What follows belongs to an exercise in optimizing a design on an open flow for small area, a short achievable clock period and few clock cycles; a production flow would make more cautious choices. Where RTL was checked, it was by simulation tests only, not by an equivalence proof against the original. No functional check of the RTL was part of runs 3 to 5. Power is estimated from default activity; no workload was simulated.

==> flow/design.v <==
module mctp_rx (
    input  wire        clk,
    input  wire        rst,             
    input  wire        start_valid,
    output wire        start_ready,
    input  wire [7:0]  cfg_mtu,         
    input  wire        cfg_pec_check,   
    input  wire        in_valid,        
    output wire        in_ready,
    input  wire [7:0]  in_data,
    output reg         out_valid,       
    input  wire        out_ready,
    output reg  [7:0]  out_data,
    output wire        done_valid,      
    input  wire        done_ready,
    output reg  [1:0]  done_status,     
    output reg  [9:0]  done_pkts,       
    output reg  [12:0] done_rx_len,     
    output reg  [12:0] done_raw_len,    
    output reg         done_mic_ok      
);
    localparam [1:0] ST_OK = 2'd0, ST_BADBC = 2'd1, ST_OVF = 2'd2, ST_PEC = 2'd3;
    localparam [7:0]  MIC_X0 = 8'h85;
    localparam [23:0] MIC_HI = 24'h9F9B5C;
    function [7:0] crc8_byte(input [7:0] c, input [7:0] b);
        integer i;
        reg [7:0] x;
        begin
            x = c ^ b;
            for (i = 0; i < 8; i = i + 1)
                x = x[7] ? ((x << 1) ^ 8'h07) : (x << 1);
            crc8_byte = x;
        end
    endfunction
    function [31:0] crc32_byte(input [31:0] c, input [7:0] b);
        integer i;
        reg [31:0] x;
        begin
            x = c ^ {24'd0, b};
            for (i = 0; i < 8; i = i + 1)
                x = x[0] ? ((x >> 1) ^ 32'h82F63B78) : (x >> 1);
            crc32_byte = x;
        end
    endfunction
    reg        s_idle, s_hdr, s_body, s_pec, s_done;
    reg        s_inv1, s_loop, s_fin, s_inv2;
    reg        ir;          
    reg        dv;          
    reg [7:0]  mtu;
    reg        pec_check;
    reg [8:0]  bcm5;        
    reg [7:0]  cnt;         
    reg        eom;
    reg [7:0]  crc8;
    reg [31:0] crc32;
    reg        sk_valid;    
    reg [7:0]  sk_data;
    reg        bc_bad_r;    
    reg        body_ovf_r;  
    assign start_ready = s_idle;
    assign in_ready    = ir;
    assign done_valid  = dv;
    wire take      = in_valid && ir;
    wire take_hdr  = take && s_hdr;
    wire take_body = take && s_body;
    wire take_pec  = take && s_pec;
    wire hdr_last  = take_hdr && (cnt[2:0] == 3'd0);
    wire hdr_fail  = bc_bad_r || body_ovf_r;
    wire hdr_ok    = hdr_last && !hdr_fail;
    wire bc_zero   = (bcm5[7:0] == 8'd0);
    wire body_last = take_body && (cnt == 8'd1);
    wire cnt_zero  = (cnt == 8'd0);
    wire next_ovf  = (done_raw_len >= 13'd5112);
    wire pec_bad   = pec_check && (in_data != crc8);
    wire done_fire = dv && done_ready;
    wire start     = s_idle && start_valid;
    wire out_free  = !out_valid || out_ready;
    wire out_fire  = out_valid && out_ready;
    wire s_idle_n = rst || (s_idle && !start_valid) || done_fire;
    wire s_hdr_n  = !rst && (start || (s_hdr && !hdr_last) ||
                             (take_pec && !pec_bad && !eom && !next_ovf));
    wire s_body_n = !rst && ((hdr_ok && !bc_zero) || (s_body && !body_last));
    wire s_pec_n  = !rst && ((hdr_ok && bc_zero) || body_last || (s_pec && !take));
    wire s_inv1_n = !rst && take_pec && pec_bad;
    wire s_loop_n = !rst && (s_inv1 || (s_loop && !cnt_zero));
    wire s_fin_n  = !rst && s_loop && cnt_zero;
    wire s_inv2_n = !rst && s_fin;
    wire s_done_n = !rst && ((hdr_last && hdr_fail) ||
                             (take_pec && !pec_bad && (eom || next_ovf)) ||
                             s_inv2 || (s_done && !done_fire));
    wire ov_n     = !rst && (out_free ? (sk_valid || take_body) : 1'b1);
    wire sk_n     = !rst && !out_free && (sk_valid || take_body);
    wire        raw_inc  = take_body || take_pec || s_loop || hdr_ok || s_fin;
    wire        raw_by8  = s_hdr || s_fin;
    wire [12:0] raw_p1   = done_raw_len + 13'd1;
    wire [12:0] raw_p8   = {done_raw_len[12:3] + 10'd1, done_raw_len[2:0]};
    wire        rx_inc   = take_body || (s_loop && !cnt_zero);
    wire        pkts_inc = take_pec || s_fin;
    wire        inv      = s_inv1 || s_inv2;
    wire [8:0]  cap_s  = {1'b0, done_raw_len[7:0]} + {1'b0, bcm5[7:0]};
    wire [4:0]  cap_hi = done_raw_len[12:8];
    wire        cap_19 = (cap_hi == 5'd19);
    wire        cap_18 = (cap_hi == 5'd18);
    wire        cap_20 = (cap_hi >= 5'd20);
    wire [7:0] crc8_next = crc8_byte(crc8, in_data);
    wire       mic_match = ((crc32[7:0] ^ out_data) == MIC_X0) && (crc32[31:8] == MIC_HI);
    always @(posedge clk) begin
        s_idle    <= s_idle_n;
        s_hdr     <= s_hdr_n;
        s_body    <= s_body_n;
        s_pec     <= s_pec_n;
        s_inv1    <= s_inv1_n;
        s_loop    <= s_loop_n;
        s_fin     <= s_fin_n;
        s_inv2    <= s_inv2_n;
        s_done    <= s_done_n;
        ir        <= s_hdr_n || (s_body_n && !sk_n) || s_pec_n;
        dv        <= s_done_n && !ov_n;
        out_valid <= ov_n;
        sk_valid  <= sk_n;
        bc_bad_r   <= bcm5[8] || (bcm5[7:0] > mtu);
        body_ovf_r <= cap_20 || (cap_19 && cap_s > 9'd247) || (cap_18 && cap_s > 9'd503);
        if (out_free) begin
            if (sk_valid)
                out_data <= sk_data;
            else if (s_body)
                out_data <= in_data;
        end else if (!sk_valid) begin
            sk_data <= in_data;
        end
        if (out_fire) begin
            crc32 <= crc32_byte(crc32, out_data);
            if (done_status == ST_OK)
                done_mic_ok <= mic_match;
        end
        if (inv) begin
            done_raw_len <= ~done_raw_len;
            done_rx_len  <= ~done_rx_len;
            done_pkts    <= ~done_pkts;
        end else begin
            if (raw_inc)
                done_raw_len <= raw_by8 ? raw_p8 : raw_p1;
            if (rx_inc)
                done_rx_len <= done_rx_len + 13'd1;
            if (pkts_inc)
                done_pkts <= done_pkts + 10'd1;
        end
        if (start) begin
            mtu          <= cfg_mtu;
            pec_check    <= cfg_pec_check;
            done_status  <= ST_OK;
            done_pkts    <= 10'd0;
            done_rx_len  <= 13'd0;
            done_raw_len <= 13'd0;
            done_mic_ok  <= 1'b0;
            crc32        <= 32'hFFFFFFFF;
            crc8         <= 8'd0;
            cnt          <= 8'd7;
        end
        if (s_hdr && cnt[2:0] == 3'd5)
            bcm5 <= {1'b0, in_data} - 9'd5;
        if (s_hdr && cnt[2:0] == 3'd0)
            eom <= in_data[6];
        if (take_hdr) begin
            cnt <= cnt - 8'd1;
            if (!cnt[2])
                crc8 <= crc8_next;
            if (cnt[2:0] == 3'd0) begin
                if (hdr_fail) begin
                    done_status <= bc_bad_r ? ST_BADBC : ST_OVF;
                    done_mic_ok <= 1'b0;
                end else begin
                    cnt <= bcm5[7:0];
                end
            end
        end
        if (take_body) begin
            crc8 <= crc8_next;
            cnt  <= cnt - 8'd1;
        end
        if (take_pec) begin
            crc8 <= 8'd0;
            cnt  <= 8'd7;
            if (pec_bad) begin
                done_status <= ST_PEC;
                done_mic_ok <= 1'b0;
            end else if (!eom && next_ovf) begin
                done_status <= ST_OVF;
                done_mic_ok <= 1'b0;
            end
        end
        if (s_inv1)
            cnt <= bcm5[7:0];
        if (s_loop && !cnt_zero)
            cnt <= cnt - 8'd1;
    end
endmodule
==> flow/run.sh <==
#!/bin/bash
# synth_recipe.tcl (not shown) runs the flow's synth.tcl, then flattens the netlist and writes it again
# the make line also repeats each setting of config.mk as NAME=value (left out here)
make -C /OpenROAD-flow-scripts/flow DESIGN_CONFIG=/design/flow/config.mk WORK_HOME=/design/flow/orfs CLKGATE_MAP_FILE= SYNTH_SCRIPT=/design/flow/synth_recipe.tcl finish
==> flow/config.mk <==
export PLATFORM = sky130hd
export DESIGN_NAME = mctp_rx
export DESIGN_NICKNAME = mctp_rx
export VERILOG_FILES = /design/flow/design.v
export SDC_FILE = /design/flow/constraint.sdc
export NUM_CORES = 4
export LEC_CHECK = 0
export CAP_MARGIN = 20
export CORE_MARGIN = 2
export CORE_UTILIZATION = 40
export CTS_BUF_LIST = sky130_fd_sc_hd__clkbuf_4 sky130_fd_sc_hd__clkbuf_8
export SETUP_SLACK_MARGIN = 2.8
export SLEW_MARGIN = 20
==> flow/constraint.sdc <==
create_clock -name core_clock -period 5.0 [get_ports {clk}]
set_input_delay 1.0000 -clock core_clock [delete_from_list [all_inputs] [get_ports {clk}]]
set_output_delay 1.0000 -clock core_clock [all_outputs]
set_load 0.01 [all_outputs]
==> flow_summary.json, run 1 <==
{
  "via_per_inst": 5.303,
  "clk_pin_slew_ps": 80,
  "p_leak_nw": 3.970,
  "die_y_um": 138.3,
  "die_w_um": 138.3,
  "drive_gt1_share_pct": 26.31,
  "hold_buffers": 0,
  "setup_violations": 0,
  "cts_buffers": 17,
  "diodes": 0,
  "cts.path.max_buffers": 2,
  "met2_usage_pct": 33.06,
  "synth_cells": 741,
  "worst_slew_pin_slew_ps": 732.8,
  "pin_count": 74,
  "place_hpwl_um": 12880,
  "syn_to_final_growth_pct": 32.81,
  "final_hold_viol_count": 0,
  "crit_required_ps": 5340,
  "drcViolationCount": 0,
  "gp_congestion": 0.8728,
  "synth_edf_count": 43,
  "whs_path_depth": 1,
  "core_mm2": 0.01784,
  "rrSetupSlack_ps": 2690,
  "synth_flop_cell": "dfxtp_1",
  "finalCritPeriodShare_pct": 46.23,
  "min-delay-path-class": "flop to flop",
  "worstReg2RegEnd": "done_rx_len[9]",
  "nFillCells": 1547,
  "p_per_area_mw_per_mm2": 234.4,
  "cp.arrival_ps": 2650,
  "max_cap_viol_count": 0,
  "vias": 5870,
  "yosysUniqueCellTypes": 54,
  "rows": 49,
  "syn-num-nets": 793,
  "top_usage_layer": "met2",
  "ys_warn_count": 1,
  "critPathKind": "flop to flop",
  "finalWirelength_um": 19000,
  "die_area_mm2": 0.01913,
  "cts.sinks": 137,
  "cts.htree.levels": 4,
  "final_antenna_net_count": 0,
  "setup_tns_ps": 0,
  "rsz0062_at_grt": "true",
  "start_kind": "flop",
  "crit_chain": "or4_4 > o41a_4 > or2_4 > nor3b_4 > a31oi_2 > xor2_1 > nor2_1",
  "crit_fanout": 4,
  "whs_ps": 448.4,
  "clkLatencyLatePin_ps": 460,
  "initial_core_util_pct": 40.44,
  "first_pass_iters": 6,
  "yosysSeqAreaShare_pct": 43.98,
  "reg2reg_from": "cnt[4]",
  "cp_slowest_cell": "or4_4",
  "status": "finished clean",
  "peakVddDrop_mv": 0.1933,
  "cts_tree": "done",
  "cp-end-kind": "flop",
  "min_from": "bcm5[8]",
  "grt_pass1_wl_um": 30170,
  "grtUsageMet1_pct": 25.55,
  "drtIter0Drc": 357,
  "track_usage_pct": 19.60,
  "period_needed_ps": 2312,
  "nets": 917,
  "hold_end": "bc_bad_r",
  "slew_violations": 0,
  "grt_pass1_vias": 5719,
  "routedWlPerCell_um": 17.16,
  "grt_max_degree": 40,
  "ys_ff_latch": 137,
  "clock.fmax_ghz": 0.4326,
  "fin_skew_ps": 11.92,
  "syn_avg_cell_area_um2": 9.736,
  "maxSlewHeadroom_pct": 51.10,
  "port_buffers": 73,
  "cts-root-buf": "clkbuf_8",
  "ff2ff_path_depth": 7,
  "seq_area_mm2": 0.003219,
  "max_stage_delay_ps": 520,
  "grt_overflow": 0,
  "synthArstFlopShare_pct": 0,
  "antenna_found_initial": 0,
  "multiInputGateArea_mm2": 0.004464,
  "grt_util_met3_pct": 3.395,
  "netlist_area_mm2": 0.007214
}
-- registers in the layout, indices dropped and copies added, names as in the netlist, 2 cells and up --
| name | cells |
|---|---|
| done_rx_len | 13 |
| sk_data | 8 |
| done_raw_len | 13 |
| bcm5 | 9 |
| crc8 | 8 |
| mtu | 8 |
| cnt | 8 |
| out_data | 8 |
| done_status | 2 |
| crc32 | 32 |
| done_pkts | 10 |
-- area by class of cell --
type                       count  share of cell area (%)
timing repair buffer         132                   11.28
tap                          229                   2.990
sequential                   137                   33.60
clock inverter                13                   1.776
multi-input combinational    548                   46.59
clock buffer                  19                   2.599
inverter                      29                   1.162
-- worst max-delay path by stage --
stage | start | endpoint | slack (ps) | depth (start not counted)
2_1_floorplan | cnt[2] | done_rx_len[9] | 2680 | 8
3_3_place_gp | in_data[4] | dv | 1980 | 8
3_5_place_dp | in_data[4] | dv | 1930 | 8
4_1_cts | out_data[1] | crc32[2] | 2600 | 7
5_1_grt | cnt[2] | done_rx_len[9] | 2650 | 7
6_report | cnt[4] | done_rx_len[9] | 2690 | 7
-- critical path: cells and delay by family, from the launching register on --
| kind | cells | cell delay [ps] |
|---|---|---|
| simple gates | 4 | 1010 |
| compound gates | 2 | 570 |
| flops | 1 | 460 |
| xor+xnor | 1 | 160 |
-- per-stage QoR --
stage	power, mW	instances	cell area [µm²]	utilization [%]	setup slack, ps
floorplan	1.252	741	7357	-	2678
global placement	1.295	1020	8272	46.36	1978
detailed placement	1.298	1020	8272	46.36	1929
global route	2.330	1107	9582	53.71	2649
finish	2.246	1107	9582	53.71	2688
CTS	2.259	1081	9085	50.92	2595
-- synth_stat cells, drive strengths merged, types with 5 or more instances --
master / instances / area share (%)
nand2: 54 / 2.8
xor2: 53 / 6.4
nor4: 6 / 0.52
nor2b: 6 / 0.52
a31oi: 15 / 1.3
a21oi: 29 / 2.0
nand4: 7 / 0.61
and3: 8 / 0.69
a22oi: 5 / 0.52
nor3: 16 / 1.1
mux2: 6 / 0.94
nor2: 73 / 3.8
or3: 5 / 0.43
or2: 6 / 0.52
xnor2: 100 / 13
dfxtp: 94 / 26
edfxtp: 43 / 18
o211ai: 27 / 2.8
a21o: 5 / 0.52
nand2b: 6 / 0.52
a211oi: 8 / 0.83
inv: 28 / 1.5
nand3: 14 / 0.97
clkbuf: 24 / 1.2
ha: 28 / 4.9
o21ai: 38 / 2.6
-- routing by layer --
layer	share of wire, %	routed length (µm)	up-vias
met5	0	0	-
met3	3.4	643	24
met2	51	9634	144
met1	44	8399	2864
met4	1.7	321	0
li1	-	-	2838
-- power by group --
part / switching (mW) / internal (mW)
combinational: 0.0657 / 0.0490
clock: 0.459 / 0.510
sequential: 0.00952 / 1.15
-- logic make-up after synthesis --
group	after synthesis	synth area share, %
XOR/XNOR	153	19.72
AO/OA/AOI/OAI	141	12.42
multiplexers	6	0.9365
adder cells (fa/ha/maj)	29	5.134
buffers and inverters	56	3.018
flip-flops	137	43.98
AND/OR/NAND/NOR	219	14.79
-- what timing repair did --
action	4_1_cts	5_1_grt
resized for setup	157	76
setup buffers	29	26
pin swaps	34	35
endpoints found under the hold margin	0	0
setup endpoints to repair	148	77
-- cell usage in the layout, fill, tap and decap left out, types with 6 or more instances in the layout --
master and count:
and3_1 7, o21ai_0 20, xnor2_4 14, a211oi_1 6, nand4_1 7, ha_1 24
o211ai_1 27, xor2_1 49, clkinv_4 6, nor2_1 68, clkdlybuf4s50_1 13, inv_1 23
nand2_1 50, xnor2_2 12, clkdlybuf4s15_1 7, dlygate4sd2_1 44, a21oi_1 26, nor3_1 11
o21ai_2 8, a31oi_1 12, dfxtp_1 65, edfxtp_1 43, buf_4 57, dfxtp_2 25
clkbuf_8 17, nand3_1 14, mux2_2 6, o21ai_1 9, xnor2_1 74
Testbench counts, summed over its fixed seeds: cycles 37,863.
==> run 2, diff against run 1 <==
--- a/flow/config.mk
+++ b/flow/config.mk
@@ -8,6 +8,5 @@
 export CAP_MARGIN = 20
 export CORE_MARGIN = 2
 export CORE_UTILIZATION = 40
-export CTS_BUF_LIST = sky130_fd_sc_hd__clkbuf_4 sky130_fd_sc_hd__clkbuf_8
 export SETUP_SLACK_MARGIN = 2.8
 export SLEW_MARGIN = 20
==> run 2 against run 1 <==
Effect of this change:
- total power grew 14%
- critical endpoint unchanged
- hold slack about the same
- synthesized cell count unchanged
- clock-buffer cell count is the same
- largest power group is now clock
==> flow_summary.json, run 2 <==
{
  "status": "finished clean",
  "cts_tree": "done",
  "synthArstFlopShare_pct": 0,
  "critPathKind": "flop to flop",
  "place_hpwl_um": 12880,
  "synth_cells": 741,
  "cts.htree.levels": 4,
  "grt_pass1_vias": 5653,
  "hold_buffers": 0,
  "rsz0062_at_grt": "true",
  "ys_ff_latch": 137,
  "cts-root-buf": "clkbuf_16",
  "cts.sinks": 137,
  "multiInputGateArea_mm2": 0.004433,
  "drive_gt1_share_pct": 23.62,
  "period_needed_ps": 2316,
  "crit_required_ps": 5290,
  "finalWirelength_um": 18820,
  "final_antenna_net_count": 0,
  "diodes": 0,
  "synth.top_cell.area_share_pct": 26.08,
  "first_pass_iters": 5,
  "setup_violations": 0,
  "clock.fmax_ghz": 0.4318,
  "initial_core_util_pct": 40.44,
  "maxSlewHeadroom_pct": 51.60,
  "vias": 5872,
  "nFillCells": 1528,
  "yosysSeqAreaShare_pct": 43.98,
  "synth_largest_area_cell": "dfxtp_1",
  "final_hold_viol_count": 0,
  "final_cell_mix": "76 x dfxtp_1, 73 x xnor2_1, 68 x nor2_1",
  "antenna_found_initial": 1,
  "die_w_um": 138.3,
  "max_cap_viol_count": 0,
  "via_per_inst": 5.333,
  "cp.arrival_ps": 2610,
  "setup_tns_ps": 0,
  "yosysUniqueCellTypes": 54,
  "seq_area_mm2": 0.003201,
  "cts_buffers": 17,
  "netlist_area_mm2": 0.007214,
  "dp_cells": 1020,
  "largestRegisters": "crc32 (32), done_raw_len (13), done_rx_len (13)",
  "drcViolationCount": 0,
  "finalCritPeriodShare_pct": 46.31,
  "syn_to_final_growth_pct": 34.04,
  "syn-num-nets": 793,
  "p_per_area_mw_per_mm2": 265.5,
  "largest_register_ffs": 32,
  "drtIter0Drc": 344,
  "worst_slew_pin_slew_ps": 725.2,
  "min-delay-path-class": "flop to flop",
  "clk_pin_slew_ps": 60,
  "netlist_top_cells_area": "dfxtp_1 26%, edfxtp_1 18%, xnor2_1 11%, xor2_1 6.4%, ha_1 4.9%",
  "crit_fanout": 4,
  "mostFrequentLayoutCell": "dfxtp_1",
  "gp_congestion": 0.8728,
  "final_cells": 1101,
  "die_y_um": 138.3,
  "grt_pass1_wl_um": 29550,
  "cp-end-kind": "flop",
  "nets": 911,
  "core_mm2": 0.01784,
  "die_area_mm2": 0.01913,
  "cts.path.max_buffers": 2,
  "track_usage_pct": 19.18,
  "totalPowerFinal_mw": 2.568,
  "synthMostInstantiatedCell": "dfxtp_1",
  "grt_overflow": 0,
  "synth_edf_count": 43,
  "rows": 49,
  "pin_count": 74,
  "peakVddDrop_mv": 0.2440,
  "synth_flop_cell": "dfxtp_1",
  "slew_violations": 0,
  "top_register": "crc32",
  "ys_warn_count": 1,
  "routedWlPerCell_um": 17.10,
  "start_kind": "flop",
  "clkLatencyLatePin_ps": 420,
  "syn_avg_cell_area_um2": 9.736,
  "port_buffers": 73,
  "p_leak_nw": 4.017,
  "fin_skew_ps": 14.76,
  "synth_commonest_cells": "94 x dfxtp_1, 89 x xnor2_1, 73 x nor2_1, 54 x nand2_1, 53 x xor2_1",
  "grt_max_degree": 40
}
## run 2: changes by cell type in the layout (fill, tap and decap cells not counted), sizes merged
| cell | previous run | this run |
|---|---|---|
| buf | 63 | 54 |
| clkdlybuf4s15 | 7 | 0 |
| dlygate4sd2 | 44 | 51 |
| clkbuf | 24 | 27 |
| clkdlybuf4s50 | 13 | 12 |
| dlymetal6s2s | 0 | 1 |
## run 2: power breakdown
part	switching [mW]	total, mW	internal [mW]
clock network	0.495	1.28	0.790
logic	0.0666	0.118	0.0513
registers	0.00924	1.16	1.16
## run 2: layer usage
layer	GRT usage (%)	share of wire (%)	vias to the layer above
li1	-	-	2825
met1	25.10	44	2856
met2	32.20	50	165
met3	3.533	4.4	24
met4	6.230	1.3	2
met5	0	0.085	-
## run 2: layout make-up
class / instances / area share [%]
multi-input combinational: 548 / 45.84
sequential: 137 / 33.10
timing repair buffer: 126 / 10.69
clock buffer: 19 / 4.477
tap: 229 / 2.963
clock inverter: 13 / 1.760
inverter: 29 / 1.177
## run 2: kinds of logic (layout without fill, tap and decap cells)
logic type | Yosys count | in the layout | share of synthesized area, %
AO/OA/AOI/OAI | 141 | 141 | 12.42
XOR/XNOR | 153 | 153 | 19.72
adder cells (fa/ha/maj) | 29 | 29 | 5.134
buffers and inverters | 56 | 187 | 3.018
flip-flops | 137 | 137 | 43.98
multiplexers | 6 | 6 | 0.9365
AND/OR/NAND/NOR | 219 | 219 | 14.79
## run 2: worst max-delay path, stage by stage (launching register included)
cell and delay (ps):
edfxtp_1 420, or4_4 540, o41a_4 400, or2_4 290
nor3b_4 170, a31oi_1 160, xor2_1 160, nor2_1 50
## run 2: final timing paths
| kind | start | to | slack (ps) | cells after the start |
|---|---|---|---|---|
| hold reg to reg | bcm5[8] | bc_bad_r | 450 | 1 |
| setup / recovery | cnt[2] | done_rx_len[9] | 2680 | 7 |
| setup reg to reg | cnt[2] | done_rx_len[9] | 2680 | 7 |
| hold / removal | bcm5[8] | bc_bad_r | 450 | 1 |
## run 2: repair_timing
action	4_1_cts	5_1_grt
buffers inserted	19	30
resized for setup	120	75
pin swaps	18	33
cloned	0	0
endpoints found under the setup margin	158	78
## run 2: metrics by stage
stage	setup slack (ps)	cell area [µm²]	hold WS, ps	utilization, %
floorplan	2678	7357	398.4	-
global placement	1978	8272	426.2	46.36
detailed placement	1929	8272	422.9	46.36
CTS	2619	9125	439.7	51.15
global route	2635	9671	457.9	54.20
finish	2684	9671	448.5	54.20
==> run 3, diff against run 2 <==
--- a/flow/design.v
+++ b/flow/design.v
@@ -50,6 +50,8 @@
     reg        pec_check;
     reg [8:0]  bcm5;        
     reg [7:0]  cnt;         
+    reg        cnt1_r;      
+    reg        cnt0_r;      
     reg        eom;
     reg [7:0]  crc8;
     reg [31:0] crc32;
@@ -68,8 +70,8 @@
     wire hdr_fail  = bc_bad_r || body_ovf_r;
     wire hdr_ok    = hdr_last && !hdr_fail;
     wire bc_zero   = (bcm5[7:0] == 8'd0);
-    wire body_last = take_body && (cnt == 8'd1);
-    wire cnt_zero  = (cnt == 8'd0);
+    wire body_last = take_body && cnt1_r;
+    wire cnt_zero  = cnt0_r;
     wire next_ovf  = (done_raw_len >= 13'd5112);
     wire pec_bad   = pec_check && (in_data != crc8);
     wire done_fire = dv && done_ready;
@@ -155,32 +157,26 @@
             done_mic_ok  <= 1'b0;
             crc32        <= 32'hFFFFFFFF;
             crc8         <= 8'd0;
-            cnt          <= 8'd7;
         end
         if (s_hdr && cnt[2:0] == 3'd5)
             bcm5 <= {1'b0, in_data} - 9'd5;
         if (s_hdr && cnt[2:0] == 3'd0)
             eom <= in_data[6];
         if (take_hdr) begin
-            cnt <= cnt - 8'd1;
             if (!cnt[2])
                 crc8 <= crc8_next;
             if (cnt[2:0] == 3'd0) begin
                 if (hdr_fail) begin
                     done_status <= bc_bad_r ? ST_BADBC : ST_OVF;
                     done_mic_ok <= 1'b0;
-                end else begin
-                    cnt <= bcm5[7:0];
                 end
             end
         end
         if (take_body) begin
             crc8 <= crc8_next;
-            cnt  <= cnt - 8'd1;
         end
         if (take_pec) begin
             crc8 <= 8'd0;
-            cnt  <= 8'd7;
             if (pec_bad) begin
                 done_status <= ST_PEC;
                 done_mic_ok <= 1'b0;
@@ -189,9 +185,18 @@
                 done_mic_ok <= 1'b0;
             end
         end
-        if (s_inv1)
-            cnt <= bcm5[7:0];
-        if (s_loop && !cnt_zero)
-            cnt <= cnt - 8'd1;
+        if (start || take_pec) begin
+            cnt    <= 8'd7;
+            cnt1_r <= 1'b0;
+            cnt0_r <= 1'b0;
+        end else if ((hdr_last && !hdr_fail) || s_inv1) begin
+            cnt    <= bcm5[7:0];
+            cnt1_r <= (bcm5[7:0] == 8'd1);
+            cnt0_r <= bc_zero;
+        end else if (take_hdr || take_body || (s_loop && !cnt_zero)) begin
+            cnt    <= cnt - 8'd1;
+            cnt1_r <= (cnt == 8'd2);
+            cnt0_r <= cnt1_r;
+        end
     end
 endmodule
--- a/flow/config.mk
+++ b/flow/config.mk
@@ -8,5 +8,6 @@
 export CAP_MARGIN = 20
 export CORE_MARGIN = 2
 export CORE_UTILIZATION = 40
+export CTS_BUF_LIST = sky130_fd_sc_hd__clkbuf_4 sky130_fd_sc_hd__clkbuf_8
 export SETUP_SLACK_MARGIN = 2.8
 export SLEW_MARGIN = 20
==> run 3 against run 2 <==
Effect of this change:
- still clean
- maximum frequency is 1.2% higher
- via count is 0.22% higher
- die area is 1.4% higher
- combinational power hardly changed
- critical endpoint is now ir
- largest power group is now sequential cells
==> flow_summary.json, run 3 <==
{
  "status": "finished clean",
  "grt_pass1_vias": 5712,
  "max_stage_delay_ps": 530,
  "synthMuxAreaShare_pct": 1.196,
  "cts_buffers": 17,
  "synthArstFlopShare_pct": 0,
  "final_antenna_net_count": 0,
  "synth_top_family_by_area": "XOR/XNOR gates",
  "cts.htree.levels": 4,
  "crit_required_ps": 5330,
  "reg2reg_from": "bcm5[5]",
  "die_area_mm2": 0.01940,
  "rows": 49,
  "worstReg2RegEnd": "ir",
  "final_cell_mix": "78 x xnor2_1, 77 x dfxtp_1, 73 x nor2_1",
  "pin_count": 74,
  "period_needed_ps": 2288,
  "synth_cells": 762,
  "cts.path.max_buffers": 2,
  "yosys.area_share.adder_pct": 5.230,
  "whs_path_depth": 2,
  "p_per_area_mw_per_mm2": 244.4,
  "peakVddDrop_mv": 0.1744,
  "synth-xor-area-share_pct": 20.39,
  "hold_buffers": 0,
  "synth.top_cell.area_share_pct": 28.44,
  "diodes": 0,
  "ff2ff_path_depth": 6,
  "drive_gt1_share_pct": 22.30,
  "crit_chain": "or4_1 > or4_4 > o21ai_2 > a21oi_2 > nor2b_1 > or3_1",
  "synthMostInstantiatedCell": "dfxtp_1",
  "finalWirelength_um": 19210,
  "min_from": "s_loop",
  "grt_max_degree": 65,
  "crit_family": "simple AND/OR/NAND/NOR gates",
  "track_usage_pct": 19.46,
  "setup_tns_ps": 0,
  "routedWlPerCell_um": 17.20,
  "rsz0062_at_grt": "true",
  "largestRegisters": "crc32 (32), done_raw_len (13), done_rx_len (13)",
  "cts.sinks": 139,
  "rrSetupSlack_ps": 2710,
  "grt_pass1_wl_um": 29910,
  "multiInputGateArea_mm2": 0.004373,
  "hold_end": "s_fin",
  "nFillCells": 1588,
  "worst_slew_pin_slew_ps": 730.6,
  "clock.fmax_ghz": 0.4371,
  "critPathKind": "flop to flop",
  "cp.arrival_ps": 2610,
  "yosysSeqAreaShare_pct": 42.80,
  "netlist_top_cells_area": "dfxtp_1 28%, edfxtp_1 14%, xnor2_1 11%, ha_1 5.0%, xor2_1 4.7%",
  "ys_ff_latch": 139,
  "via_per_inst": 5.269,
  "drtIter0Drc": 355,
  "max_cap_viol_count": 0,
  "start_kind": "flop",
  "crit_fanout": 3,
  "yosys.area_share.simple_pct": 14.29,
  "grt_overflow": 0,
  "clkLatencyLatePin_ps": 450,
  "place_hpwl_um": 13300,
  "synth_edf_count": 35,
  "top_register": "crc32",
  "finalCritPeriodShare_pct": 45.76,
  "synth_largest_area_cell": "dfxtp_1",
  "die_y_um": 139.3,
  "cts-root-buf": "clkbuf_8",
  "synth_commonest_cells": "104 x dfxtp_1, 91 x xnor2_1, 75 x nor2_1, 66 x nand2_1, 39 x xor2_1",
  "syn_avg_cell_area_um2": 9.607,
  "nets": 928,
  "cp_num_buf_inv": 0,
  "initial_core_util_pct": 40.75,
  "yosysUniqueCellTypes": 55,
  "cts_tree": "done",
  "largest_register_ffs": 32,
  "clk_pin_slew_ps": 80,
  "setup_violations": 0,
  "seq_area_mm2": 0.003182,
  "mostFrequentLayoutCell": "xnor2_1",
  "antenna_found_initial": 0,
  "gp_congestion": 0.8825,
  "die_w_um": 139.3,
  "cp-end-kind": "flop",
  "synth_flop_cell": "dfxtp_1",
  "p_leak_nw": 3.966,
  "port_buffers": 73,
  "maxSlewHeadroom_pct": 51.22,
  "synth-compound-area-share_pct": 12.92,
  "syn_to_final_growth_pct": 29.17,
  "min-delay-path-class": "flop to flop",
  "ys_warn_count": 1,
  "cp_slowest_cell": "or4_1",
  "fin_skew_ps": 12.79,
  "final_hold_viol_count": 0,
  "core_mm2": 0.01796,
  "vias": 5885,
  "syn-num-nets": 815,
  "slew_violations": 0,
  "first_pass_iters": 4,
  "netlist_area_mm2": 0.007321,
  "drcViolationCount": 0,
  "totalPowerFinal_mw": 2.311
}
-- run 3: through the flow --
stage                     std cells  hold slack (ps)  instance area, µm²  setup WS [ps]  util [%]
after global routing           1117            504.1                9457           2650     52.64
after floorplan                 762            398.4                7418           2572         -
after CTS                      1101            471.5                9174           2675     51.07
after global placement         1042            459.6                8347           1897     46.47
final                          1117            468.7                9457           2712     52.64
after detailed placement       1042            457.2                8347           1816     46.47
-- run 3: cell families (layout without fill, tap and decap cells) --
| group | after synthesis | in the layout |
|---|---|---|
| XOR/XNOR | 147 | 147 |
| adder cells (fa/ha/maj) | 30 | 30 |
| AO/OA/AOI/OAI | 151 | 151 |
| flip-flops | 139 | 139 |
| multiplexers | 8 | 8 |
| AND/OR/NAND/NOR | 225 | 225 |
| buffers and inverters | 62 | 188 |
-- run 3: timing repair --
action / 4_1_cts / 5_1_grt
endpoints found under the setup margin: 139 / 58
pin swaps: 12 / 23
gates resized for setup: 137 / 59
buffers inserted: 27 / 15
gates cloned: 0 / 1
-- run 3: layout make-up --
class	count	share of cell area, %
multi-input combinational	561	46.24
timing repair buffer	120	10.88
inverter	36	1.442
tap	229	3.030
sequential	139	33.65
clock inverter	13	1.998
clock buffer	19	2.765
-- run 3: worst max-delay path by stage --
stage / start / end / slack [ps] / cells past startpoint
final: bcm5[5] / ir / 2710 / 6
after global routing: in_data[6] / dv / 2650 / 10
after CTS: in_data[2] / dv / 2670 / 9
after detailed placement: in_valid / cnt[5] / 1820 / 6
after global placement: in_data[4] / dv / 1900 / 9
after floorplan: in_data[3] / dv / 2570 / 10
-- run 3: metal layers --
metal,share of wire [%],up-vias,global-route usage (%)
met5,0,-,0
met4,1.8,0,6.007
met3,4.0,25,4.405
met2,49,112,32.12
met1,45,2873,25.51
li1,-,2875,-
-- run 3: tightest hold or removal path, cell delays in order, from the launching register on --
cell,delay (ps)
dfxtp_1,330
nand2_1,70
nor2_1,30
-- run 3: where the power goes --
group / internal, mW / switching [mW] / total [mW] / leakage (nW)
Clock: 0.574 / 0.458 / 1.03 / 0.223
Combinational: 0.0488 / 0.0686 / 0.117 / 2.57
Sequential: 1.16 / 0.00605 / 1.16 / 1.17
Total: 1.78 / 0.533 / 2.31 / 3.97
==> run 4, diff against run 3 <==
--- a/flow/config.mk
+++ b/flow/config.mk
@@ -11,3 +11,4 @@
 export CTS_BUF_LIST = sky130_fd_sc_hd__clkbuf_4 sky130_fd_sc_hd__clkbuf_8
 export SETUP_SLACK_MARGIN = 2.8
 export SLEW_MARGIN = 20
+export TNS_END_PERCENT = 10
==> run 4 against run 3 <==
Effect of this change:
- total power rose by 2.1%
- worst setup slack worse by 130 ps
- synthesized area is the same
- clock power up 5%
- maximum frequency fell by 5.3%
- sequential share of layout area up 0.79 points
- largest cell class unchanged
==> flow_summary.json, run 4 <==
{
  "status": "finished clean",
  "clk_pin_slew_ps": 80,
  "crit_required_ps": 4000,
  "netlist_top_cells_area": "dfxtp_1 28%, edfxtp_1 14%, xnor2_1 11%, ha_1 5.0%, xor2_1 4.7%",
  "final_hold_viol_count": 0,
  "synth_cells": 762,
  "grt_pass1_vias": 5410,
  "grt_overflow": 0,
  "cts_tree": "done",
  "totalPowerFinal_mw": 2.358,
  "netlist_area_mm2": 0.007321,
  "synth_edf_count": 35,
  "ys_ff_latch": 139,
  "place_hpwl_um": 12810,
  "synth_flop_cell": "dfxtp_1",
  "max_cap_viol_count": 0,
  "largestRegisters": "crc32 (32), done_raw_len (13), done_rx_len (13)",
  "die_w_um": 139.3,
  "first_pass_iters": 4,
  "final_cell_mix": "86 x xnor2_1, 80 x dfxtp_1, 74 x nor2_1",
  "clkLatencyLatePin_ps": 440,
  "dpl_cell_area_mm2": 0.008309,
  "antenna_found_initial": 0,
  "syn-num-nets": 815,
  "mostFrequentLayoutCell": "xnor2_1",
  "final_cells": 1101,
  "port_buffers": 73,
  "cts.path.max_buffers": 2,
  "routedWlPerCell_um": 16.01,
  "synth.top_cell.area_share_pct": 28.44,
  "dp_cells": 1043,
  "drive_gt1_share_pct": 16.97,
  "syn_to_final_growth_pct": 25.88,
  "fin_util_pct": 51.30,
  "fin_area_mm2": 0.009215,
  "final_antenna_net_count": 0,
  "synthArstFlopShare_pct": 0,
  "cts.sinks": 139,
  "worst_slew_pin_slew_ps": 696.3,
  "ys_warn_count": 1,
  "min-delay-path-class": "flop to flop",
  "cp-end-kind": "output pin",
  "grt_pass1_wl_um": 28680,
  "pin_count": 74,
  "critPathKind": "flop to output pin",
  "cts.htree.levels": 4,
  "largest_register_ffs": 32,
  "yosysUniqueCellTypes": 55,
  "drtIter0Drc": 288,
  "crit_fanout": 7,
  "fin_skew_ps": 9.872,
  "p_leak_nw": 3.726,
  "p_per_area_mw_per_mm2": 255.9,
  "synth_largest_area_cell": "dfxtp_1",
  "clock.fmax_ghz": 0.4141,
  "cp.arrival_ps": 1420,
  "gp_congestion": 0.8241,
  "crit_family": "buffers and inverters",
  "nets": 912,
  "vias": 5614,
  "grt_max_degree": 65,
  "die_y_um": 139.3,
  "synthMostInstantiatedCell": "dfxtp_1",
  "crit_chain": "clkdlybuf4s50_1",
  "peakVddDrop_mv": 0.2156,
  "rsz0062_at_grt": "true",
  "synth_commonest_cells": "104 x dfxtp_1, 91 x xnor2_1, 75 x nor2_1, 66 x nand2_1, 39 x xor2_1",
  "cp_num_buf_inv": 1,
  "rows": 49,
  "start_kind": "flop",
  "finalWirelength_um": 17630,
  "diodes": 0,
  "via_per_inst": 5.099,
  "period_needed_ps": 2415,
  "initial_core_util_pct": 40.75,
  "cts-root-buf": "clkbuf_8",
  "setup_tns_ps": 0,
  "setup_violations": 0,
  "top_register": "crc32",
  "slew_violations": 0,
  "core_mm2": 0.01796,
  "finalCritPeriodShare_pct": 48.30,
  "syn_avg_cell_area_um2": 9.607,
  "max_stage_delay_ps": 560,
  "drcViolationCount": 0,
  "yosysSeqAreaShare_pct": 42.80,
  "cts_buffers": 17,
  "maxSlewHeadroom_pct": 53.41,
  "cp_slowest_cell": "clkdlybuf4s50_1",
  "die_area_mm2": 0.01940,
  "track_usage_pct": 18.48
}
[run 4: cell counts after synthesis]
Identical to the previous run, type by type.
[run 4: logic make-up (layout without fill, tap and decap cells)]
kind of cell | count (synthesis) | count (layout) | share of synthesized area [%]
mux | 8 | 8 | 1.196
simple gates | 225 | 225 | 14.29
buf+inv | 62 | 172 | 3.179
flops | 139 | 139 | 42.80
fa+ha+maj | 30 | 30 | 5.230
xor+xnor | 147 | 147 | 20.39
compound gates | 151 | 151 | 12.92
[run 4: layer usage]
layer | up-vias | share of wire, % | GRT usage (%)
li1 | 2842 | - | -
met1 | 2669 | 48 | 25.60
met2 | 85 | 47 | 29.49
met3 | 18 | 3.1 | 3.923
met4 | 0 | 1.5 | 4.838
met5 | - | 0 | 0
[run 4: layout make-up]
| class | instances | area [µm²] |
|---|---|---|
| fillers | 1654 | 8748 |
| multi-input cells | 561 | 4189 |
| flip-flops and latches | 139 | 3173 |
| repair buffers | 104 | 957.2 |
| clock buffers | 25 | 312.8 |
| well taps | 229 | 286.5 |
| clock inverters | 7 | 160.2 |
| inverters | 36 | 136.4 |
[run 4: worst paths after layout]
check	startpoint	endpoint	slack, ps	depth (start not counted)
worst max-delay path	done_raw_len[2]	done_raw_len[2]	2580	1
worst min-delay path	s_loop	s_fin	480	2
worst max register to register	bcm5[0]	body_ovf_r	2640	9
worst min register to register	s_loop	s_fin	480	2
[run 4: worst min-delay path: cells and delay by family (launching register included)]
kind	cells	cell delay [ps]
flip-flops	1	330
AND/OR/NAND/NOR	2	100
[run 4: report_power, final]
group,switching [mW],internal (mW)
combinational,0.0651,0.0487
clock,0.421,0.661
sequential,0.00525,1.16
[run 4: what timing repair did]
item,CTS,global route
setup buffers,16,10
pin swaps,9,4
hold buffers,0,0
resized for setup,89,19
endpoints found under the setup margin,133,109
[run 4: through the flow]
stage	hold WS, ps	setup slack [ps]
4_1_cts	473.2	2558
3_5_place_dp	461.5	1717
2_1_floorplan	398.4	2569
3_3_place_gp	459.3	1755
6_report	477.2	2585
5_1_grt	499.3	2533
==> run 5, diff against run 4 <==
==> flow/flow/run.sh (new file) <==
#!/bin/bash
# The standard layout (the standard.sh: standard synthesis, then ORFS to
# finish), with plain sky130 buffers on the ports instead of the delay cells
# that buffer_ports picks by default.
export BUFFER_PORTS_ARGS="-buffer_cell sky130_fd_sc_hd__buf_2"
bash standard.sh > standard.log 2>&1
==> flow/standard.sh (new file) <==
#!/bin/bash
# synth_recipe.tcl (not shown) runs the flow's synth.tcl, then flattens the netlist and writes it again
# the make line also repeats each setting of config.mk as NAME=value (left out here)
make -C /OpenROAD-flow-scripts/flow DESIGN_CONFIG=/design/flow/config.mk WORK_HOME=/design/flow/orfs CLKGATE_MAP_FILE= SYNTH_SCRIPT=/design/flow/synth_recipe.tcl "${@:-finish}"
--- a/flow/config.mk
+++ b/flow/config.mk
@@ -11,4 +11,3 @@
 export CTS_BUF_LIST = sky130_fd_sc_hd__clkbuf_4 sky130_fd_sc_hd__clkbuf_8
 export SETUP_SLACK_MARGIN = 2.8
 export SLEW_MARGIN = 20
-export TNS_END_PERCENT = 10
removed: flow/run.sh
==> run 5 against run 4 <==
Effect of this change:
- still clean on timing, DRC and antenna
- clock skew rose by 1.8 ps
- worst setup slack improved by 160 ps
- register-to-register slack better by 110 ps
- die area unchanged
- final cell count decreased by 0.45%
- global-route usage increased by 0.079 points
- total power decreased by 8.4%
- routed wire length rose by 0.30%
- combinational power is 9% lower
- design area decreased by 4.4%
- clock power shrank 17%
- flip-flop and latch count did not move
- highest routed layer unchanged
==> flow_summary.json, run 5 <==
{
  "min-delay-path-class": "flop to flop",
  "core_mm2": 0.01796,
  "die_area_mm2": 0.01940,
  "synthArstFlopShare_pct": 0,
  "netlist_area_mm2": 0.007321,
  "yosysUniqueCellTypes": 55,
  "crit_family": "XOR/XNOR gates",
  "clock.fmax_ghz": 0.4440,
  "syn_avg_cell_area_um2": 9.607,
  "fin_skew_ps": 11.71,
  "ys_ff_latch": 139,
  "cp_num_buf_inv": 0,
  "drcViolationCount": 0,
  "dp_cells": 1041,
  "setup_tns_ps": 0,
  "syn-num-nets": 815,
  "critPathKind": "flop to flop",
  "crit_fanout": 6,
  "max_cap_viol_count": 0,
  "p_sw_share_pct": 25.33,
  "synth.top_cell.area_share_pct": 28.44,
  "synth_commonest_cells": "104 x dfxtp_1, 91 x xnor2_1, 75 x nor2_1, 66 x nand2_1, 39 x xor2_1",
  "setup_violations": 0,
  "routedWlPerCell_um": 16.14,
  "synth_flop_cell": "dfxtp_1",
  "crit_required_ps": 5350,
  "port_buffers": 73,
  "die_y_um": 139.3,
  "cp.arrival_ps": 2600,
  "syn_to_final_growth_pct": 20.32,
  "antenna_found_initial": 1,
  "mostFrequentLayoutCell": "dfxtp_1",
  "final_hold_viol_count": 0,
  "synthMostInstantiatedCell": "dfxtp_1",
  "initial_core_util_pct": 40.75,
  "slew_violations": 0,
  "rsz0062_at_grt": "true",
  "seq_power_share_pct": 53.9,
  "finalCritPeriodShare_pct": 45.05,
  "max_stage_delay_ps": 540,
  "top_register": "crc32",
  "gp_congestion": 0.8388,
  "track_usage_pct": 18.56,
  "final_cells": 1096,
  "p_clk_share_pct": 41.3,
  "clkLatencyLatePin_ps": 460,
  "worst_slew_pin_slew_ps": 718.6,
  "vias": 5619,
  "nFillCells": 1679,
  "cts_tree": "done",
  "finalWirelength_um": 17680,
  "p_leak_nw": 3.601,
  "min_from": "cnt0_r",
  "crit_start": "out_data[2]",
  "cts_buffers": 17,
  "power_switching_mw": 0.5469,
  "status": "finished clean",
  "grt_overflow": 0,
  "final_antenna_net_count": 0,
  "grt_pass1_vias": 5273,
  "cts-root-buf": "clkbuf_8",
  "final_cell_mix": "99 x dfxtp_1, 85 x xnor2_1, 73 x nor2_1",
  "die_w_um": 139.3,
  "synth_largest_area_cell": "dfxtp_1",
  "nets": 906,
  "peakVddDrop_mv": 0.1700,
  "synth_cells": 762,
  "netlist_top_cells_area": "dfxtp_1 28%, edfxtp_1 14%, xnor2_1 11%, ha_1 5.0%, xor2_1 4.7%",
  "maxSlewHeadroom_pct": 51.91,
  "pin_count": 74,
  "ys_warn_count": 1,
  "grt_max_degree": 52,
  "setup_slack_ps": 2748,
  "synth_edf_count": 35,
  "rows": 49,
  "cts.htree.levels": 4,
  "largest_register_ffs": 32,
  "drtIter0Drc": 320,
  "largestRegisters": "crc32 (32), done_raw_len (13), done_rx_len (13)",
  "reg2reg_from": "out_data[2]",
  "cts.sinks": 139,
  "period_needed_ps": 2252,
  "pre_cts_ws_ps": 2227,
  "place_hpwl_um": 12630,
  "via_per_inst": 5.127,
  "cp-end-kind": "flop",
  "grt_pass1_wl_um": 28330,
  "crit_chain": "xnor2_4 > xnor3_2 > xor2_2 > xor2_1 > xnor2_1 > o21ai_1",
  "cp_slowest_cell": "xnor3_2",
  "drive_gt1_share_pct": 23.21,
  "first_pass_iters": 6,
  "cts.path.max_buffers": 2,
  "yosysSeqAreaShare_pct": 42.80,
  "combPwrFrac_pct": 4.8,
  "power.internal_mw": 1.612,
  "start_kind": "flop",
  "p_per_area_mw_per_mm2": 245.1,
  "clk_pin_slew_ps": 90
}
==> run 5: cell families after synthesis <==
logic type,after synthesis,synth area share [%]
AO/OA/AOI/OAI,151,12.92
XOR/XNOR,147,20.39
adder cells (fa/ha/maj),30,5.230
buffers and inverters,62,3.179
flip-flops,139,42.80
multiplexers,8,1.196
AND/OR/NAND/NOR,225,14.29
==> run 5: final cells by class <==
cell class                 instances  area (µm²)  area share, %
multi-input combinational        561        4287          48.66
sequential                       139        3142          35.67
timing repair buffer              98       570.5          6.477
tap                              229       286.5          3.253
clock buffer                      18       247.7          2.813
inverter                          36       137.6          1.562
clock inverter                    14       135.1          1.534
antenna                            1       2.502        0.02841
==> run 5: metal layers <==
layer  global-route usage (%)  routed length [µm]  vias up
met4                    6.220                 286        0
met2                    29.08                8219      110
li1                         -                   -     2828
met1                    25.13                8442     2661
met5                        0                   0        -
met3                    4.714                 736       20
==> run 5: path summary, 6_finish.rpt <==
| path | slack, ps | cells after the start | endpoint |
|---|---|---|---|
| max | 2750 | 6 | crc32[2] |
| min | 470 | 2 | s_fin |
| max reg2reg | 2750 | 6 | crc32[2] |
| min reg2reg | 470 | 2 | s_fin |
==> run 5: worst register-to-register path: stages (launching register included) <==
cell and delay, ps:
edfxtp_1 470, xnor2_4 280, xnor3_2 540, xor2_2 240
xor2_1 300, xnor2_1 220, o21ai_1 90
==> run 5: timing repair <==
| item | in CTS | in global routing |
|---|---|---|
| gates resized for setup | 19 | 33 |
| pin swaps | 6 | 9 |
| setup endpoints to repair | 31 | 45 |
| setup buffers | 15 | 7 |
| hold buffers | 0 | 0 |
==> run 5: power groups by stage <==
stage | sequential, mW | combinational, mW | clock [mW]
3_5_place_dp | 1.19 | 0.0985 | 0
2_1_floorplan | 1.19 | 0.0655 | 0
4_1_cts | 1.16 | 0.100 | 0.920
6_report | 1.16 | 0.104 | 0.892
5_1_grt | 1.16 | 0.114 | 0.969
3_3_place_gp | 1.19 | 0.0981 | 0
==> run 5: metrics by stage <==
step                hold slack (ps)  area (µm²)  total power, mW  utilization [%]
finish                        472.7        8808            2.159            49.04
global placement              453.4        7976            1.288            44.40
floorplan                     398.4        7418            1.255                -
detailed placement            451.9        7976            1.288            44.40
global route                  486.0        8808            2.247            49.04
CTS                           475.9        8596            2.183            47.85
==> run 6, diff against run 5 <==
--- a/flow/design.v
+++ b/flow/design.v
@@ -49,6 +49,8 @@
     reg [7:0]  mtu;
     reg        pec_check;
     reg [8:0]  bcm5;        
+    reg        bc5_r;       
+    reg        bc6_r;       
     reg [7:0]  cnt;         
     reg        cnt1_r;      
     reg        cnt0_r;      
@@ -69,7 +71,7 @@
     wire hdr_last  = take_hdr && (cnt[2:0] == 3'd0);
     wire hdr_fail  = bc_bad_r || body_ovf_r;
     wire hdr_ok    = hdr_last && !hdr_fail;
-    wire bc_zero   = (bcm5[7:0] == 8'd0);
+    wire bc_zero   = bc5_r;
     wire body_last = take_body && cnt1_r;
     wire cnt_zero  = cnt0_r;
     wire next_ovf  = (done_raw_len >= 13'd5112);
@@ -158,8 +160,11 @@
             crc32        <= 32'hFFFFFFFF;
             crc8         <= 8'd0;
         end
-        if (s_hdr && cnt[2:0] == 3'd5)
-            bcm5 <= {1'b0, in_data} - 9'd5;
+        if (s_hdr && cnt[2:0] == 3'd5) begin
+            bcm5  <= {1'b0, in_data} - 9'd5;
+            bc5_r <= (in_data == 8'd5);
+            bc6_r <= (in_data == 8'd6);
+        end
         if (s_hdr && cnt[2:0] == 3'd0)
             eom <= in_data[6];
         if (take_hdr) begin
@@ -191,7 +196,7 @@
             cnt0_r <= 1'b0;
         end else if ((hdr_last && !hdr_fail) || s_inv1) begin
             cnt    <= bcm5[7:0];
-            cnt1_r <= (bcm5[7:0] == 8'd1);
+            cnt1_r <= bc6_r;
             cnt0_r <= bc_zero;
         end else if (take_hdr || take_body || (s_loop && !cnt_zero)) begin
             cnt    <= cnt - 8'd1;
==> run 6 against run 5 <==
Effect of this change:
- die area increased by 3.2%
- combinational power increased by 13%
- via count increased by 0.52%
- largest cell class unchanged
- highest routed layer unchanged
==> flow_summary.json, run 6 <==
{
  "die_w_um": 141.5,
  "pin_count": 74,
  "whs_path_depth": 2,
  "dp_cells": 1045,
  "die_area_mm2": 0.02001,
  "largestRegisters": "crc32 (32), done_raw_len (13), done_rx_len (13)",
  "grt_pass1_wl_um": 29030,
  "nets": 922,
  "start_kind": "flop",
  "grt_max_degree": 46,
  "p_per_area_mw_per_mm2": 246.4,
  "synthMostInstantiatedCell": "dfxtp_1",
  "cts.path.max_buffers": 2,
  "synth_cells": 766,
  "ff2ff_path_depth": 8,
  "critPathKind": "flop to flop",
  "finalWirelength_um": 18000,
  "crit_start": "out_data[1]",
  "cts_tree": "done",
  "grt_overflow": 0,
  "synth_commonest_cells": "104 x dfxtp_1, 85 x xnor2_1, 81 x nor2_1, 58 x nand2_1, 47 x xor2_1",
  "period_needed_ps": 2174,
  "path_depth": 8,
  "initial_core_util_pct": 40.54,
  "cts_buffers": 17,
  "grt_pass1_vias": 5374,
  "cp_slowest_cell": "edfxtp_1",
  "p_leak_nw": 3.699,
  "final_antenna_net_count": 0,
  "final_cell_mix": "97 x dfxtp_1, 80 x nor2_1, 78 x xnor2_1",
  "setup_slack_ps": 2826,
  "status": "finished clean",
  "netlist_area_mm2": 0.007558,
  "hold_buffers": 0,
  "rows": 50,
  "crit_chain": "buf_6 > xor2_4 > xor2_4 > xnor2_4 > buf_6 > xor2_4 > xnor2_1 > o211ai_1",
  "cp_num_buf_inv": 2,
  "track_usage_pct": 18.70,
  "drtIter0Drc": 384,
  "clkLatencyLatePin_ps": 460,
  "setup_tns_ps": 0,
  "synth.top_cell.area_share_pct": 27.55,
  "final_hold_viol_count": 0,
  "top_register": "crc32",
  "clock.fmax_ghz": 0.4600,
  "min-delay-path-class": "flop to flop",
  "reg2reg_from": "out_data[1]",
  "cts.htree.levels": 4,
  "via_per_inst": 5.070,
  "cp_common_cell": "xor2_4",
  "slew_violations": 0,
  "min_from": "cnt0_r",
  "port_buffers": 73,
  "syn_avg_cell_area_um2": 9.867,
  "yosysUniqueCellTypes": 53,
  "syn-num-nets": 821,
  "gp_congestion": 0.8595,
  "netlist_top_cells_area": "dfxtp_1 28%, edfxtp_1 15%, xnor2_1 9.8%, xor2_1 5.4%, ha_1 5.1%",
  "setup_violations": 0,
  "rrSetupSlack_ps": 2830,
  "fin_util_pct": 49.21,
  "cts-root-buf": "clkbuf_8",
  "drive_gt1_share_pct": 24.32,
  "clk_pin_slew_ps": 80,
  "cp-end-kind": "flop",
  "crit_fanout": 7,
  "antenna_found_initial": 0,
  "nFillCells": 1758,
  "maxSlewHeadroom_pct": 30.35,
  "synth_flop_cell": "dfxtp_1",
  "routedWlPerCell_um": 16.15,
  "max_stage_delay_ps": 500,
  "synth_largest_area_cell": "dfxtp_1",
  "synth_edf_count": 37,
  "diodes": 0,
  "die_y_um": 141.5,
  "finalCritPeriodShare_pct": 43.48,
  "drcViolationCount": 0,
  "synthArstFlopShare_pct": 0,
  "worst_slew_pin_slew_ps": 1041,
  "cp.arrival_ps": 2480,
  "crit_required_ps": 5300,
  "vias": 5648,
  "crit_family": "XOR/XNOR gates",
  "final_cells": 1114,
  "mostFrequentLayoutCell": "dfxtp_1",
  "cts.sinks": 141,
  "totalPowerFinal_mw": 2.261,
  "place_hpwl_um": 12740,
  "largest_register_ffs": 32,
  "fin_skew_ps": 14.09,
  "core_mm2": 0.01864,
  "pre_cts_ws_ps": 2195,
  "peakVddDrop_mv": 0.1689,
  "rsz0062_at_grt": "true",
  "yosysSeqAreaShare_pct": 42.24,
  "syn_to_final_growth_pct": 21.39,
  "first_pass_iters": 5,
  "max_cap_viol_count": 0,
  "ys_warn_count": 1,
  "ys_ff_latch": 141
}
==> run 6: path summary, 6_finish.rpt <==
kind	endpoint
setup / recovery	crc32[17]
hold / removal	s_fin
hold reg to reg	s_fin
setup reg to reg	crc32[17]
==> run 6: repair_timing <==
item	in CTS	in global routing
resized for setup	8	34
setup buffers	16	21
pin swaps	14	19
endpoints found under the setup margin	46	34
==> run 6: report_power, final <==
group	total, mW	internal [mW]	switching [mW]
logic	0.118	0.0470	0.0708
clock network	0.960	0.461	0.500
registers	1.18	1.18	0.00667
total	2.26	1.68	0.577
==> run 6: final cells by class <==
type | count | area (µm²) | area share (%)
Clock buffer | 17 | 234.0 | 2.550
Clock inverter | 15 | 176.4 | 1.923
Inverter | 29 | 108.9 | 1.186
Multi-Input combinational cell | 564 | 4441 | 48.40
Sequential cell | 141 | 3207 | 34.95
Tap cell | 234 | 292.8 | 3.191
Timing Repair Buffer | 114 | 715.7 | 7.800
==> run 6: cells by family (layout without fill, tap and decap cells) <==
group                      Yosys count  after routing  share of synthesized area [%]
and+or+nand+nor                    225            225                          14.15
xor gates and xnor gates           152            152                          21.68
AOI/OAI and AO/OA                  146            146                          12.18
DFF                                141            141                          42.24
buffers and inverters               61            175                          3.029
adders and majority gates           32             32                          5.396
muxes                                9              9                          1.308
==> run 6: stage by stage <==
| step | cell area, µm² | hold slack, ps |
|---|---|---|
| final | 9175 | 471.1 |
| after global routing | 9175 | 495.6 |
| after CTS | 8872 | 464.6 |
| after detailed placement | 8283 | 446.5 |
| after global placement | 8275 | 457.2 |
| after floorplan | 7739 | 398.4 |
==> run 6: per-layer routing <==
layer,wire [µm],track usage [%],vias to the layer above
met4,130,4.421,0
met3,594,4.016,12
li1,-,-,2864
met2,8297,29.41,104
met5,0,0,-
met1,8972,26.42,2668
==> run 6: worst reg2reg max path, stage by stage (launching register included) <==
cell	delay, ps
edfxtp_1	500
buf_6	190
xor2_4	220
xor2_4	290
xnor2_4	160
buf_6	140
xor2_4	290
xnor2_1	160
o211ai_1	90
Testbench counts of run 6, summed over its fixed seeds: cycles 37,863.
==> run 7, diff against run 6 <==
--- a/flow/config.mk
+++ b/flow/config.mk
@@ -9,5 +9,5 @@
 export CORE_MARGIN = 2
 export CORE_UTILIZATION = 40
 export CTS_BUF_LIST = sky130_fd_sc_hd__clkbuf_4 sky130_fd_sc_hd__clkbuf_8
-export SETUP_SLACK_MARGIN = 2.8
+export SETUP_SLACK_MARGIN = 3.0
 export SLEW_MARGIN = 20
==> run 7 against run 6 <==
Effect of this change:
- total power increased by 4.8%
- flip-flop and latch count unchanged
- clock-buffer cell count increased by 3
- non-clock buffer count increased by 52
- synthesized cell count unchanged
- critical path depth increased by 1
- final cell count increased by 4.8%
- largest cell class unchanged
- largest power group unchanged
==> flow_summary.json, run 7 <==
{
  "status": "finished clean",
  "cts.sinks": 141,
  "synthMostInstantiatedCell": "dfxtp_1",
  "crit_fanout": 6,
  "top_register": "crc32",
  "ys_ff_latch": 141,
  "antenna_found_initial": 1,
  "place_hpwl_um": 12400,
  "min-delay-path-class": "flop to flop",
  "final_antenna_net_count": 0,
  "grt_pass1_vias": 5724,
  "maxSlewHeadroom_pct": 50.76,
  "drcViolationCount": 0,
  "initial_core_util_pct": 40.54,
  "track_usage_pct": 19.12,
  "fin_skew_ps": 14.20,
  "critPathKind": "flop to flop",
  "clkLatencyLatePin_ps": 460,
  "clk_pin_slew_ps": 90,
  "final_cell_mix": "74 x nor2_1, 70 x buf_4, 61 x dfxtp_1",
  "worst_slew_pin_slew_ps": 737.8,
  "cp.arrival_ps": 2540,
  "clock.fmax_ghz": 0.4692,
  "crit_required_ps": 5400,
  "syn_avg_cell_area_um2": 9.867,
  "p_leak_nw": 4.201,
  "cp-end-kind": "flop",
  "cts_tree": "done",
  "netlist_area_mm2": 0.007558,
  "die_w_um": 141.5,
  "via_per_inst": 5.110,
  "die_y_um": 141.5,
  "drtIter0Drc": 318,
  "ff2ff_path_depth": 9,
  "synth_top_family_by_area": "XOR/XNOR gates",
  "finalWirelength_um": 19240,
  "grt_max_degree": 57,
  "pin_count": 74,
  "first_pass_iters": 6,
  "dp_cells": 1043,
  "synth_cells": 766,
  "hold_buffers": 0,
  "synth_commonest_cells": "104 x dfxtp_1, 85 x xnor2_1, 81 x nor2_1, 58 x nand2_1, 47 x xor2_1",
  "gp_congestion": 0.7970,
  "yosys.area_share.adder_pct": 5.396,
  "multiInputGateArea_mm2": 0.004946,
  "p_per_area_mw_per_mm2": 227.2,
  "grt_overflow": 0,
  "cts-root-buf": "clkbuf_8",
  "yosysUniqueCellTypes": 53,
  "period_needed_ps": 2131,
  "setup_tns_ps": 0,
  "seq_area_mm2": 0.003324,
  "nets": 974,
  "syn_to_final_growth_pct": 37.96,
  "rsz0062_at_grt": "true",
  "final_hold_viol_count": 0,
  "yosysSeqAreaShare_pct": 42.24,
  "vias": 5963,
  "finalCritPeriodShare_pct": 42.62,
  "final_cells": 1167,
  "start_kind": "flop",
  "synth_largest_area_cell": "dfxtp_1",
  "die_area_mm2": 0.02001,
  "peakVddDrop_mv": 0.1695,
  "synthMuxAreaShare_pct": 1.308,
  "synth.top_cell.area_share_pct": 27.55,
  "port_buffers": 73,
  "largestRegisters": "crc32 (32), done_raw_len (13), done_rx_len (13)",
  "cts_buffers": 17,
  "slew_violations": 0,
  "routedWlPerCell_um": 16.49,
  "synth-xor-area-share_pct": 21.69,
  "synth-compound-area-share_pct": 12.18,
  "drive_gt1_share_pct": 38.52,
  "syn-num-nets": 821,
  "max_cap_viol_count": 0,
  "synthArstFlopShare_pct": 0,
  "synth_edf_count": 37,
  "grt_pass1_wl_um": 30150,
  "mostFrequentLayoutCell": "nor2_1",
  "rows": 50,
  "core_mm2": 0.01864,
  "netlist_top_cells_area": "dfxtp_1 28%, edfxtp_1 15%, xnor2_1 9.8%, xor2_1 5.4%, ha_1 5.1%",
  "cts.path.max_buffers": 2,
  "synth_flop_cell": "dfxtp_1",
  "setup_violations": 0,
  "cts.htree.levels": 4,
  "ys_warn_count": 1,
  "largest_register_ffs": 32,
  "whs_path_depth": 1,
  "nFillCells": 1588,
  "yosys.area_share.simple_pct": 14.15
}
-- run 7: cell count changes in the layout (fill, tap and decap cells not counted), sizes merged --
cell      change
buf          +52
inv           -8
bufinv        +3
clkbuf        +3
clkinvlp      +3
clkinv        -1
diode         +1
-- run 7: final timing paths --
| check | end | startpoint | slack (ps) |
|---|---|---|---|
| max | crc32[11] | out_data[1] | 2870 |
| min | bc_bad_r | bcm5[8] | 430 |
| max reg2reg | crc32[11] | out_data[1] | 2870 |
| min reg2reg | bc_bad_r | bcm5[8] | 430 |
-- run 7: layout make-up --
class | instances | share of cell area (%)
Multi-Input combinational cell | 564 | 47.43
Sequential cell | 141 | 31.88
Timing Repair Buffer | 166 | 12.35
Tap cell | 234 | 2.808
Clock buffer | 20 | 2.520
Clock inverter | 12 | 1.848
Inverter | 29 | 1.140
Antenna cell | 1 | 0.02400
-- run 7: kinds of logic (layout without fill, tap and decap cells) --
kind of cell               count (synthesis)  count (layout)
buffers and inverters                     61             227
muxes                                      9               9
xor gates and xnor gates                 152             152
DFF                                      141             141
other                                      0               1
AOI/OAI and AO/OA                        146             146
and+or+nand+nor                          225             225
adders and majority gates                 32              32
-- run 7: critical path: stages (launching register included) --
cell and delay (ps):
edfxtp_1 470, buf_6 170, xor2_4 210, xor2_4 260, xnor2_4 110, buf_12 150
xor2_4 150, buf_6 140, or3_1 340, nand3_1 70
-- run 7: per-layer routing --
metal	wire length, µm	GRT usage, %	vias to the layer above	share of wire, %
met1	9177	26.31	2848	48
met2	9119	30.61	124	47
met5	0	0	-	0
met3	705	3.712	18	3.7
li1	-	-	2973	-
met4	239	5.789	0	1.2
-- run 7: what timing repair did --
item,CTS,global route
resized for setup,108,89
pin swaps,39,41
endpoints found under the setup margin,131,85
cloned,0,0
buffers inserted,60,31
-- run 7: report_power, final --
part           switching (mW)  internal [mW]  total (mW)  leakage [nW]
sequential            0.00651           1.16        1.17          1.20
combinational          0.0778         0.0657       0.144          2.78
clock                   0.445          0.613        1.06         0.217
-- run 7: per-stage QoR --
stage                     hold slack (ps)  power (mW)  setup slack [ps]  util, %  instance area (µm²)
after global routing                451.9       2.451              2799    55.92                10430
after floorplan                     398.4       1.285              2584        -                 7941
final                               431.3       2.369              2869    55.93                10430
after global placement              421.5       1.318              2239    45.32                 8449
after CTS                           443.6       2.386              2832    52.23                 9738
after detailed placement            420.9       1.319              2229    45.32                 8449
==> run 8, diff against run 7 <==
--- a/flow/config.mk
+++ b/flow/config.mk
@@ -7,7 +7,8 @@
 export LEC_CHECK = 0
 export CAP_MARGIN = 20
 export CORE_MARGIN = 2
-export CORE_UTILIZATION = 40
+export CORE_UTILIZATION = 65
 export CTS_BUF_LIST = sky130_fd_sc_hd__clkbuf_4 sky130_fd_sc_hd__clkbuf_8
-export SETUP_SLACK_MARGIN = 3.0
+export PLACE_DENSITY = 0.75
+export SETUP_SLACK_MARGIN = 2.8
 export SLEW_MARGIN = 20
==> run 8 against run 7 <==
Effect of this change:
- still clean on timing, DRC and antenna
- core utilization rose by 24 points
- clock skew fell by 5.9 ps
- final cell count fell by 12%
- combinational power fell by 17%
- clock-buffer cell count fell by 2
- register-to-register slack got worse by 110 ps
- design area fell by 13%
- flip-flop and latch count did not move
- largest cell class unchanged
- highest routed layer is now met5
==> flow_summary.json, run 8 <==
{
  "mostFrequentLayoutCell": "dfxtp_1",
  "vias": 5888,
  "die_w_um": 111.8,
  "ys_warn_count": 1,
  "setup_slack_ps": 2758,
  "syn_to_final_growth_pct": 20.39,
  "yosysSeqAreaShare_pct": 42.24,
  "yosysUniqueCellTypes": 53,
  "hold_buffers": 0,
  "slew_violations": 0,
  "synth_largest_area_cell": "dfxtp_1",
  "initial_core_util_pct": 66.48,
  "cts_buffers": 17,
  "max_cap_viol_count": 0,
  "status": "finished clean",
  "gp_congestion": 0.9055,
  "cts_tree": "done",
  "grt_pass1_vias": 5653,
  "top_register": "crc32",
  "drtIter0Drc": 448,
  "synthMostInstantiatedCell": "dfxtp_1",
  "crit_required_ps": 5400,
  "synth_commonest_cells": "104 x dfxtp_1, 85 x xnor2_1, 81 x nor2_1, 58 x nand2_1, 47 x xor2_1",
  "crit_chain": "inv_4 > ha_4 > nand3b_1 > nor4_4 > nor4_4 > o31a_1 > or3_4 > a21oi_2",
  "netlist_top_cells_area": "dfxtp_1 28%, edfxtp_1 15%, xnor2_1 9.8%, xor2_1 5.4%, ha_1 5.1%",
  "peakVddDrop_mv": 0.3210,
  "fin_area_mm2": 0.009100,
  "core_mm2": 0.01137,
  "max_stage_delay_ps": 400,
  "setup_tns_ps": 0,
  "rsz0062_at_grt": "true",
  "pin_count": 74,
  "clk_pin_slew_ps": 80,
  "crit_fanout": 6,
  "min-delay-path-class": "flop to flop",
  "synth_flop_cell": "dfxtp_1",
  "final_antenna_net_count": 0,
  "multiInputGateArea_mm2": 0.004441,
  "rrSetupSlack_ps": 2760,
  "syn_avg_cell_area_um2": 9.867,
  "port_buffers": 73,
  "diodes": 0,
  "grt_max_degree": 38,
  "grt_overflow": 0,
  "synth_cells": 766,
  "cp-end-kind": "flop",
  "seq_area_mm2": 0.003206,
  "drive_gt1_share_pct": 24.20,
  "syn-num-nets": 821,
  "worst_slew_pin_slew_ps": 759.9,
  "dpl_cell_area_mm2": 0.008177,
  "drcViolationCount": 0,
  "grt_pass1_wl_um": 28720,
  "antenna_found_initial": 1,
  "clkLatencyLatePin_ps": 460,
  "maxSlewHeadroom_pct": 49.15,
  "cts-root-buf": "clkbuf_8",
  "start_kind": "flop",
  "nets": 922,
  "synth_edf_count": 37,
  "final_hold_viol_count": 0,
  "ys_ff_latch": 141,
  "fin_util_pct": 80.04,
  "p_per_area_mw_per_mm2": 256.1,
  "cp.arrival_ps": 2640,
  "p_leak_nw": 3.704,
  "cts.htree.levels": 4,
  "largest_register_ffs": 32,
  "final_cell_mix": "98 x dfxtp_1, 80 x nor2_1, 80 x xnor2_1",
  "cts.path.max_buffers": 2,
  "largestRegisters": "crc32 (32), done_raw_len (13), done_rx_len (13)"
}
-- run 8: power breakdown --
group          switching, mW  internal (mW)
clock                  0.437          0.591
sequential           0.00580           1.18
combinational         0.0731         0.0471
total                  0.516           1.81
-- run 8: logic make-up (layout without fill, tap and decap cells) --
family / after synthesis / in the layout / synth area share (%)
simple gates: 225 / 225 / 14.15
xor+xnor: 152 / 152 / 21.68
compound gates: 146 / 146 / 12.18
flops: 141 / 141 / 42.24
buf+inv: 61 / 175 / 3.029
fa+ha+maj: 32 / 32 / 5.396
mux: 9 / 9 / 1.308
-- run 8: cell type report --
| class | count | area share (%) |
|---|---|---|
| clock buffers | 18 | 2.654 |
| multi-input cells | 564 | 48.80 |
| inverters | 29 | 1.279 |
| repair buffers | 114 | 7.892 |
| clock inverters | 14 | 2.186 |
| well taps | 143 | 1.966 |
| flip-flops and latches | 141 | 35.23 |
-- run 8: what timing repair did --
action | 4_1_cts | 5_1_grt
pin swaps | 8 | 20
gates resized for setup | 13 | 29
buffers inserted | 10 | 26
endpoints found under the setup margin | 41 | 56
-- run 8: metrics by stage --
step / cells / total power, mW
after global routing: 1023 / 2.396
after CTS: 997 / 2.328
after detailed placement: 955 / 1.313
after global placement: 955 / 1.310
final: 1023 / 2.331
after floorplan: 766 / 1.279
-- run 8: path summary, 6_finish.rpt --
check,startpoint,end,depth (start not counted)
hold reg to reg,cnt0_r,s_fin,2
setup reg to reg,cnt[1],done_raw_len[8],8
hold / removal,cnt0_r,s_fin,2
setup / recovery,cnt[1],done_raw_len[8],8
-- run 8: per-layer routing --
layer	track usage [%]	wire, µm	share of wire [%]	up-vias
met4	9.794	382	2.1	2
met1	38.56	7767	43	2801
li1	-	-	-	2862
met3	7.077	1019	5.7	35
met5	0	7	0.039	-
met2	46.95	8708	49	188
-- run 8: critical path, delay by kind of cell (launching register included) --
family | cells | cell delay, ps
adders and majority gates | 1 | 120
DFF | 1 | 360
and+or+nand+nor | 4 | 1100
AOI/OAI and AO/OA | 2 | 530
buffers and inverters | 1 | 60

Check on run 8: ideal ports give 2.758 ns setup slack; a clkbuf_16 on the clock port and buf_2 on the inputs give 2.758 ns; moving port delays by the midpoint clock arrival (0.497 ns) as well gives 2.336 ns.
